From an optimization exercise on the open Yosys and OpenROAD flow, aimed at a short achievable clock period and few clock cycles; shortcuts taken in it are not production practice. Only simulation tests tie the RTL to the original design; equivalence was not proved. Power and IR drop assume default switching activity.

File: design.v
module gbn_sender (
    input  wire         clk,
    input  wire         rst,
    input  wire         start,
    output wire         src_next,
    input  wire         src_rsp,
    input  wire         src_exh,
    input  wire         src_last,
    input  wire [7:0]   src_len,
    input  wire [239:0] src_data,
    output wire         src_seek,
    output wire [11:0]  src_seek_idx,
    output wire         tx_valid,
    output wire [263:0] tx_frame,
    input  wire         tx_ready,
    input  wire         tx_err,
    output wire         rx_req,
    input  wire         rx_rsp,
    input  wire         rx_err,
    input  wire         rx_timeout,
    input  wire         rx_short,
    input  wire [23:0]  rx_hdr,
    output wire         ev_valid,
    output wire         ev_kind,
    output wire [2:0]   ev_seq,
    output wire         done,
    output wire         fault,
    output wire [3:0]   cause
);
    localparam [1:0] K_ACK = 2'd0, K_DATA = 2'd1, K_EOTACK = 2'd2, K_EOT = 2'd3;
    localparam [3:0] F_SHORT    = 4'd1, F_FIELD    = 4'd2, F_SRC_ZERO = 4'd3,
                     F_CH_SEND  = 4'd4, F_CH_RECV  = 4'd5, F_UNDERFLOW = 4'd6,
                     F_OVERFLOW = 4'd7, F_SRC_PROTO = 4'd8;
    localparam [3:0] S_IDLE    = 4'd0,
                     S_CYCLE   = 4'd1,
                     S_FILLCHK = 4'd2,
                     S_SRCREQ  = 4'd3,
                     S_TX      = 4'd4,
                     S_RSNDCHK = 4'd5,
                     S_SEEK    = 4'd6,
                     S_WAIT    = 4'd7,
                     S_ACK     = 4'd8,
                     S_EOTWAIT = 4'd9,
                     S_EOTACK  = 4'd10,
                     S_DONE    = 4'd11,
                     S_FAULT   = 4'd12;
    localparam [1:0] M_NEW = 2'd0, M_OLD = 2'd1, M_EOT = 2'd2;
    reg  [3:0]   state;
    reg  [3:0]   seek_ret;
    reg  [1:0]   mode;
    reg  [3:0]   cause_r;
    reg  [2:0]   base;
    reg  [2:0]   next_seq;
    reg  [2:0]   outstanding;
    reg  [11:0]  sent_count;
    reg  [11:0]  acked_count;
    reg  [2:0]   fl_seq [0:6];
    reg  [11:0]  fl_off [0:6];
    reg          do_nothing;
    reg          resend;
    reg          send_eot;
    reg          src_done;
    reg          last_l;
    reg  [2:0]   ridx;
    reg  [11:0]  seek_idx;
    reg  [2:0]   rx_n;
    reg  [263:0] fb;
    assign src_next     = (state == S_SRCREQ);
    assign src_seek     = (state == S_SEEK);
    assign src_seek_idx = seek_idx;
    assign tx_valid     = (state == S_TX);
    assign tx_frame     = fb;
    assign rx_req       = (state == S_WAIT) || (state == S_EOTWAIT);
    assign ev_valid     = (state == S_ACK) || (state == S_EOTACK);
    assign ev_kind      = (state == S_EOTACK);
    assign ev_seq       = rx_n;
    assign done         = (state == S_DONE);
    assign fault        = (state == S_FAULT);
    assign cause        = cause_r;
    wire [7:0] rx_kind_b = rx_hdr[7:0];
    wire [7:0] rx_seq_b  = rx_hdr[15:8];
    wire [7:0] rx_len_b  = rx_hdr[23:16];
    wire       rx_illegal = (rx_kind_b > 8'd3) || (rx_seq_b > 8'd7) || (rx_len_b > 8'd30);
    wire [1:0] rx_kind   = rx_kind_b[1:0];
    wire [2:0] rx_seq    = rx_seq_b[2:0];
    reg [239:0] payload_masked;
    integer b;
    always @(*) begin
        for (b = 0; b < 30; b = b + 1)
            payload_masked[8*b +: 8] = (b < src_len) ? src_data[8*b +: 8] : 8'h00;
    end
    wire [2:0] data_seq = (mode == M_NEW) ? next_seq : fl_seq[ridx];
    reg       ack_found;
    reg [2:0] ack_count;
    integer i;
    always @(*) begin
        ack_found = 1'b0;
        ack_count = 3'd0;
        for (i = 6; i >= 0; i = i - 1) begin
            if ((i < outstanding) && (fl_seq[i] == rx_n)) begin
                ack_found = 1'b1;
                ack_count = i[2:0] + 3'd1;
            end
        end
    end
    wire ack_late = src_done && (outstanding < 3'd6) && (rx_n == sent_count[2:0]);
    wire [2:0] pop_n = ack_found ? ack_count : outstanding;
    wire [31:0] pop_w = {29'd0, pop_n};
    integer j;
    always @(posedge clk) begin
        if (rst) begin
            state       <= S_IDLE;
            seek_ret    <= S_IDLE;
            mode        <= M_NEW;
            cause_r     <= 4'd0;
            base        <= 3'd0;
            next_seq    <= 3'd0;
            outstanding <= 3'd0;
            sent_count  <= 12'd0;
            acked_count <= 12'd0;
            do_nothing  <= 1'b0;
            resend      <= 1'b0;
            send_eot    <= 1'b0;
            src_done    <= 1'b0;
            last_l      <= 1'b0;
            ridx        <= 3'd0;
            seek_idx    <= 12'd0;
            rx_n        <= 3'd0;
            fb          <= 264'd0;
            for (j = 0; j < 7; j = j + 1) begin
                fl_seq[j] <= 3'd0;
                fl_off[j] <= 12'd0;
            end
        end else begin
            case (state)
                S_IDLE:
                    if (start)
                        state <= S_CYCLE;
                S_CYCLE:
                    if (send_eot) begin
                        fb    <= {240'd0, 8'd0, 5'd0, base, 6'd0, K_EOT};
                        mode  <= M_EOT;
                        state <= S_TX;
                    end else begin
                        state <= S_FILLCHK;
                    end
                S_FILLCHK:
                    if (!do_nothing && !src_done && (outstanding < 3'd7)) begin
                        mode  <= M_NEW;
                        state <= S_SRCREQ;
                    end else begin
                        ridx  <= 3'd0;
                        state <= S_RSNDCHK;
                    end
                S_SRCREQ:
                    if (src_rsp) begin
                        if (src_exh) begin
                            if (mode == M_NEW) begin
                                src_done <= 1'b1;
                                state    <= S_FILLCHK;
                            end else begin
                                cause_r <= F_SRC_PROTO;
                                state   <= S_FAULT;
                            end
                        end else if (src_len == 8'd0) begin
                            cause_r <= F_SRC_ZERO;
                            state   <= S_FAULT;
                        end else if (src_len > 8'd30) begin
                            cause_r <= F_SRC_PROTO;
                            state   <= S_FAULT;
                        end else if ((mode == M_NEW) && (sent_count == 12'hFFF)) begin
                            cause_r <= F_OVERFLOW;
                            state   <= S_FAULT;
                        end else begin
                            fb     <= {payload_masked, src_len, 5'd0, data_seq, 6'd0, K_DATA};
                            last_l <= src_last;
                            state  <= S_TX;
                        end
                    end
                S_TX:
                    if (tx_ready) begin
                        if (tx_err) begin
                            cause_r <= F_CH_SEND;
                            state   <= S_FAULT;
                        end else begin
                            case (mode)
                                M_NEW: begin
                                    fl_seq[outstanding] <= next_seq;
                                    fl_off[outstanding] <= sent_count;
                                    outstanding <= outstanding + 3'd1;
                                    next_seq    <= next_seq + 3'd1;
                                    sent_count  <= sent_count + 12'd1;
                                    if (last_l)
                                        src_done <= 1'b1;
                                    state <= S_FILLCHK;
                                end
                                M_OLD: begin
                                    ridx  <= ridx + 3'd1;
                                    state <= S_RSNDCHK;
                                end
                                default:
                                    state <= S_EOTWAIT;
                            endcase
                        end
                    end
                S_RSNDCHK:
                    if (!resend) begin
                        state <= S_WAIT;
                    end else if (ridx < outstanding) begin
                        seek_idx <= fl_off[ridx];
                        seek_ret <= S_SRCREQ;
                        mode     <= M_OLD;
                        state    <= S_SEEK;
                    end else begin
                        seek_idx <= sent_count;
                        seek_ret <= S_WAIT;
                        resend   <= 1'b0;
                        state    <= S_SEEK;
                    end
                S_SEEK:
                    state <= seek_ret;
                S_WAIT:
                    if (rx_rsp) begin
                        if (rx_err) begin
                            cause_r <= F_CH_RECV;
                            state   <= S_FAULT;
                        end else if (rx_timeout) begin
                            if ((outstanding != 3'd0) && !do_nothing)
                                resend <= 1'b1;
                            if (outstanding == 3'd0) begin
                                do_nothing <= 1'b0;
                                if (src_done)
                                    send_eot <= 1'b1;
                            end
                            state <= S_CYCLE;
                        end else if (rx_short) begin
                            cause_r <= F_SHORT;
                            state   <= S_FAULT;
                        end else if (rx_illegal) begin
                            cause_r <= F_FIELD;
                            state   <= S_FAULT;
                        end else if ((rx_kind == K_ACK) && !do_nothing) begin
                            rx_n  <= rx_seq;
                            state <= S_ACK;
                        end else begin
                            state <= S_CYCLE;
                        end
                    end
                S_ACK:
                    if (ack_found || ack_late) begin
                        for (j = 0; j < 7; j = j + 1) begin
                            if (j + pop_w < 7) begin
                                fl_seq[j] <= fl_seq[j + pop_w];
                                fl_off[j] <= fl_off[j + pop_w];
                            end
                        end
                        base        <= base + pop_n;
                        acked_count <= acked_count + {9'd0, pop_n};
                        outstanding <= outstanding - pop_n;
                        state       <= S_CYCLE;
                    end else if (acked_count == 12'd0) begin
                        cause_r <= F_UNDERFLOW;
                        state   <= S_FAULT;
                    end else begin
                        outstanding <= 3'd0;
                        base        <= rx_n;
                        next_seq    <= rx_n;
                        acked_count <= acked_count - 12'd1;
                        sent_count  <= acked_count - 12'd1;
                        src_done    <= 1'b0;
                        do_nothing  <= 1'b1;
                        seek_idx    <= acked_count - 12'd1;
                        seek_ret    <= S_CYCLE;
                        state       <= S_SEEK;
                    end
                S_EOTWAIT:
                    if (rx_rsp) begin
                        if (rx_err) begin
                            cause_r <= F_CH_RECV;
                            state   <= S_FAULT;
                        end else if (rx_timeout) begin
                            state <= S_CYCLE;
                        end else if (rx_short) begin
                            cause_r <= F_SHORT;
                            state   <= S_FAULT;
                        end else if (rx_illegal) begin
                            cause_r <= F_FIELD;
                            state   <= S_FAULT;
                        end else if (rx_kind == K_EOTACK) begin
                            rx_n  <= rx_seq;
                            state <= S_EOTACK;
                        end else if (acked_count == 12'd0) begin
                            cause_r <= F_UNDERFLOW;
                            state   <= S_FAULT;
                        end else begin
                            outstanding <= 3'd0;
                            base        <= rx_seq;
                            next_seq    <= rx_seq;
                            acked_count <= acked_count - 12'd1;
                            sent_count  <= acked_count - 12'd1;
                            src_done    <= 1'b0;
                            do_nothing  <= 1'b1;
                            send_eot    <= 1'b0;
                            seek_idx    <= acked_count - 12'd1;
                            seek_ret    <= S_CYCLE;
                            state       <= S_SEEK;
                        end
                    end
                S_EOTACK:
                    state <= S_DONE;
                S_DONE:  state <= S_DONE;
                S_FAULT: state <= S_FAULT;
                default: state <= S_FAULT;
            endcase
        end
    end
endmodule
File: run.sh
#!/bin/bash
# synth_recipe.tcl (not shown) runs the flow's synth.tcl, then flattens the netlist and writes it again
# the make line also repeats each setting of config.mk as NAME=value (left out here)
make -C /OpenROAD-flow-scripts/flow DESIGN_CONFIG=/design/flow/config.mk WORK_HOME=/design/flow/orfs CLKGATE_MAP_FILE= SYNTH_SCRIPT=/design/flow/synth_recipe.tcl finish
File: constraint.sdc
create_clock -name core_clock -period 10.0 [get_ports {clk}]
set_input_delay 2.0000 -clock core_clock [delete_from_list [all_inputs] [get_ports {clk}]]
set_output_delay 2.0000 -clock core_clock [all_outputs]
set_load 0.01 [all_outputs]
File: config.mk
export PLATFORM = sky130hd
export DESIGN_NAME = gbn_sender
export DESIGN_NICKNAME = gbn_sender
export VERILOG_FILES = /design/flow/design.v
export SDC_FILE = /design/flow/constraint.sdc
export NUM_CORES = 4
export LEC_CHECK = 0
export CAP_MARGIN = 20
export CORE_MARGIN = 2
export CORE_UTILIZATION = 30
export PLACE_DENSITY = 0.5
export SLEW_MARGIN = 20
==> flow_summary_export.csv <==
group,metric,value,unit
floorplanning,die-area,0.0846,mm²
worst_setup_path,crit_chain,"nand2_1 > nor4_1 > nor4_4 > nand3_2 > nand2_4 > inv_4 > ha_1 > xor2_4 > nand2_1 > and3_1 > a311oi_1 > a211o_1",
cells_and_area,nets,3605,
grt,antenna_found_initial,22,
grt,grt_pass1_wl,175000,µm
grt,grt.total_usage,27.6,%
sta,period_share,60.6,%
floorplanning,start_util,30.2,%
sta,fmax,0.165,GHz
floorplanning,rows,105,
sta,tightest_slew,1.25,ns
clocking,hold_buffers,0,
yosys,avgSynthCellArea,8.54,µm²
yosys,async_flop_share,0,%
clocking,h-tree-depth,2,
yosys,synth-seq-cells,445,
worst_setup_path,worst_setup_path_start_kind,"flop",
cells_and_area,drive_above_1_share,7.54,%
yosys,yosys-top-cells-count,"377 x nand2_1, 325 x dfxtp_1, 293 x a21oi_1",
floorplanning,ios,575,
yosys,netlist_top_cells_area,"dfxtp_1 26%, edfxtp_1 15%, a21oi_1 5.9%",
yosys,synth-xor-area-share,1.46,%
yosys,syn-cell-area,0.0247,mm²
sta,setup_viol_count_final,0,
yosys,post-synth-top-count-cell,"nand2_1",
yosys,ys_types,95,
power,p_leak,0.0115,µW
placed_design,gp_congestion,0.914,
clocking,cts_tree,"built",
power,ir_drop,0.000248,V
clocking,cts_setup_buffers,0,
yosys,muxShareOfSynthArea,6.98,%
worst_setup_path,slowest_stage,"xor2_4",
yosys,synthCells,2891,
sta,setup_tns,0,ns
worst_setup_path,required,10.49,ns
worst_setup_path,critical_path.max_fanout,42,
grt,gr-total-overflow,0,
worst_setup_path,crit_buf_inv,1,
drt,viasPerCell,5.93,
yosys,synth_top_family_by_area,"compound AO/OA/AOI/OAI gates",
worst_setup_path,cp_common_cell,"nand2_1",
placed_design,place.port_buffers,563,
floorplanning,core-area,0.0817,mm²
sta,hold_viol_final,0,
sta,relSlewSlack,16.8,%
sta,fin_worst_skew,0.0267,ns
grt,first_global_vias,25100,
clocking,ctsResizeCount,0,
clocking,cts_root_buffer,"clkbuf_16",
drt,drtAntennaViolNets,0,
yosys,yosysSeqAreaShare,41.0,%
min_path,hp-class,"flop to flop",
job,cap_violations,0,
worst_setup_path,cp_slowest_stage_delay,1.00,ns
grt,grt_start_max_net_pins,158,
yosys,synth_fa_ha_area_share,1.21,%
yosys,yosys.area_share.simple,19.3,%
yosys,yosys.area.top_type_share,26.4,%
drt,drt-initial-drc-count,2751,
drt,routed_wl,122000,µm
worst_setup_path,end_kind,"flop",
floorplanning,die_w,291,µm
outcome,status,"no timing/DRC/antenna violations",
worst_setup_path,critPathArrivalTime,6.55,ns
clocking,clk_pin_slew,0.06,ns
yosys,synth.yosys.warnings,1,
placed_design,dp_hpwl,84000,µm
cells_and_area,syn_to_final_growth,33.4,%
yosys,synth_top_area_cell,"dfxtp_1",
drt,routedWlPerCell,27.6,µm
clocking,worstSkewPairLatency,0.64,ns
sta,maxSlewViolCount,0,
clocking,clockBufferDepth,3,
worst_setup_path,critPathTopFamily,"simple AND/OR/NAND/NOR gates",
drt,dr.pass1.iters,8,
sta,holdWs,0.449,ns
yosys,synth_compound_area_share,24.8,%
yosys,synth_enable_flop_cells,120,
sta,rsz0062_at_grt,"no",
floorplanning,die_h,291,µm
clocking,clock-sinks,445,
power,pwr_density_cell,237,mW/mm²
drt,drcViolationCount,0,
clocking,cts_buffers,54,
yosys,ys.flop_type,"dfxtp_1",
sta,period_needed,6.06,ns
drt,vias,26300,
worst_setup_path,crit_type,"flop to flop",
==> final cells by class <==
type / instances / area [µm²]
Antenna cell: 22 / 55.1
Multi-Input combinational cell: 2148 / 13400
Clock buffer: 77 / 1550
Sequential cell: 445 / 10100
Fill cell: 8186 / 48800
Inverter: 33 / 126
Timing Repair Buffer: 617 / 6090
Clock inverter: 20 / 228
Tap cell: 1070 / 1340
==> report_power, final <==
part           switching [µW]  leakage [µW]  internal (µW)
clock network             858      0.000880           1160
registers                 248       0.00385           2020
logic                    2310       0.00674           1220
==> logic make-up after synthesis <==
| family | Yosys count |
|---|---|
| multiplexers | 98 |
| buffers and inverters | 308 |
| XOR/XNOR | 41 |
| flip-flops | 445 |
| other | 1 |
| AO/OA/AOI/OAI | 933 |
| AND/OR/NAND/NOR | 1043 |
| adder cells (fa/ha/maj) | 22 |
==> cell usage in the layout, fill, tap and decap left out, drive strengths merged, types with 33 or more instances in the layout <==
cell type and n:
a31oi 80, clkbuf 77, a22oi 104, a211o 34
a211oi 80, nand2 379, nor2 253, o21ai 125
mux2i 37, a21o 33, nand3 208, mux4 59
buf 55, nor3 58, dfxtp 325, clkdlybuf4s50 562
edfxtp 120, and3 52, a21oi 294, a311oi 43
==> tightest hold or removal path: stages (launching register included) <==
cell,delay (ns)
dfxtp_1,0.30
nand2_1,0.05
a21oi_1,0.05
==> routing by layer <==
| metal | up-vias | part of all wire [%] | GRT usage (%) |
|---|---|---|---|
| met2 | 1535 | 45 | 42.8 |
| li1 | 11600 | - | - |
| met3 | 273 | 11 | 8.42 |
| met4 | 4 | 3.8 | 11.1 |
| met1 | 12900 | 40 | 35.6 |
| met5 | - | 0.020 | 0 |
==> state kept, by name, summed over array words and instances (netlist names), named ones only <==
name / count
src_done: 1
send_eot: 1
fl_seq: 24
rx_n: 3
base: 3
ridx: 3
last_l: 1
outstanding: 3
resend: 1
seek_idx: 12
fb: 253
mode: 2
sent_count: 12
fl_off: 96
do_nothing: 1
cause_r: 4
next_seq: 3
state: 4
acked_count: 12
seek_ret: 3
==> per-stage QoR <==
step	area, µm²	instances	setup WS [ns]	total power [µW]	util (%)
floorplan	24700	2901	5.06	4610	-
global placement	31000	4308	3.58	5680	37.9
detailed placement	31000	4308	3.53	5720	37.9
CTS	32800	4405	3.97	7760	40.1
global route	32900	4429	3.69	8190	40.3
finish	32900	4432	3.94	7810	40.3
==> final timing paths <==
check,start,end,slack [ns],cells after the start
setup / recovery,outstanding[2],fl_off[3][2],3.94,12
hold / removal,fb[148],fb[148],0.45,2
setup reg to reg,outstanding[2],fl_off[3][2],3.94,12
hold reg to reg,fb[148],fb[148],0.45,2
Testbench counts, summed over its fixed seeds: cycles 42,269.

[re-timing with driven ports]
No port has a modelled driver above. Below, the same layout with a new extraction and two added sets of constraints.
Step 1 sets driving cells, clkbuf_16 on the clock port and buf_2 on the other inputs (assumed; they add their load-dependent delay and slew).
Step 2, shift: input delay + t, output delay - t, t = (earliest + latest rising clock arrival at the registers) / 2. This alone moves slack from input paths to output paths.
Three values: no drivers, after step 1, after step 2; two values: the first two.
shift t [ns]: 0.686
setup slack, ns: 3.941 / 3.941 / 3.441
worst hold slack (ns): 0.449 / 0.449 / 0.449
worst setup path at the end: input to register
worst register clock-pin slew, ns: 0.07 / 0.07
After both steps setup and hold are still met in this run. The setup slack of this run moves by 0.000 ns with the drivers and by -0.500 ns with both steps.
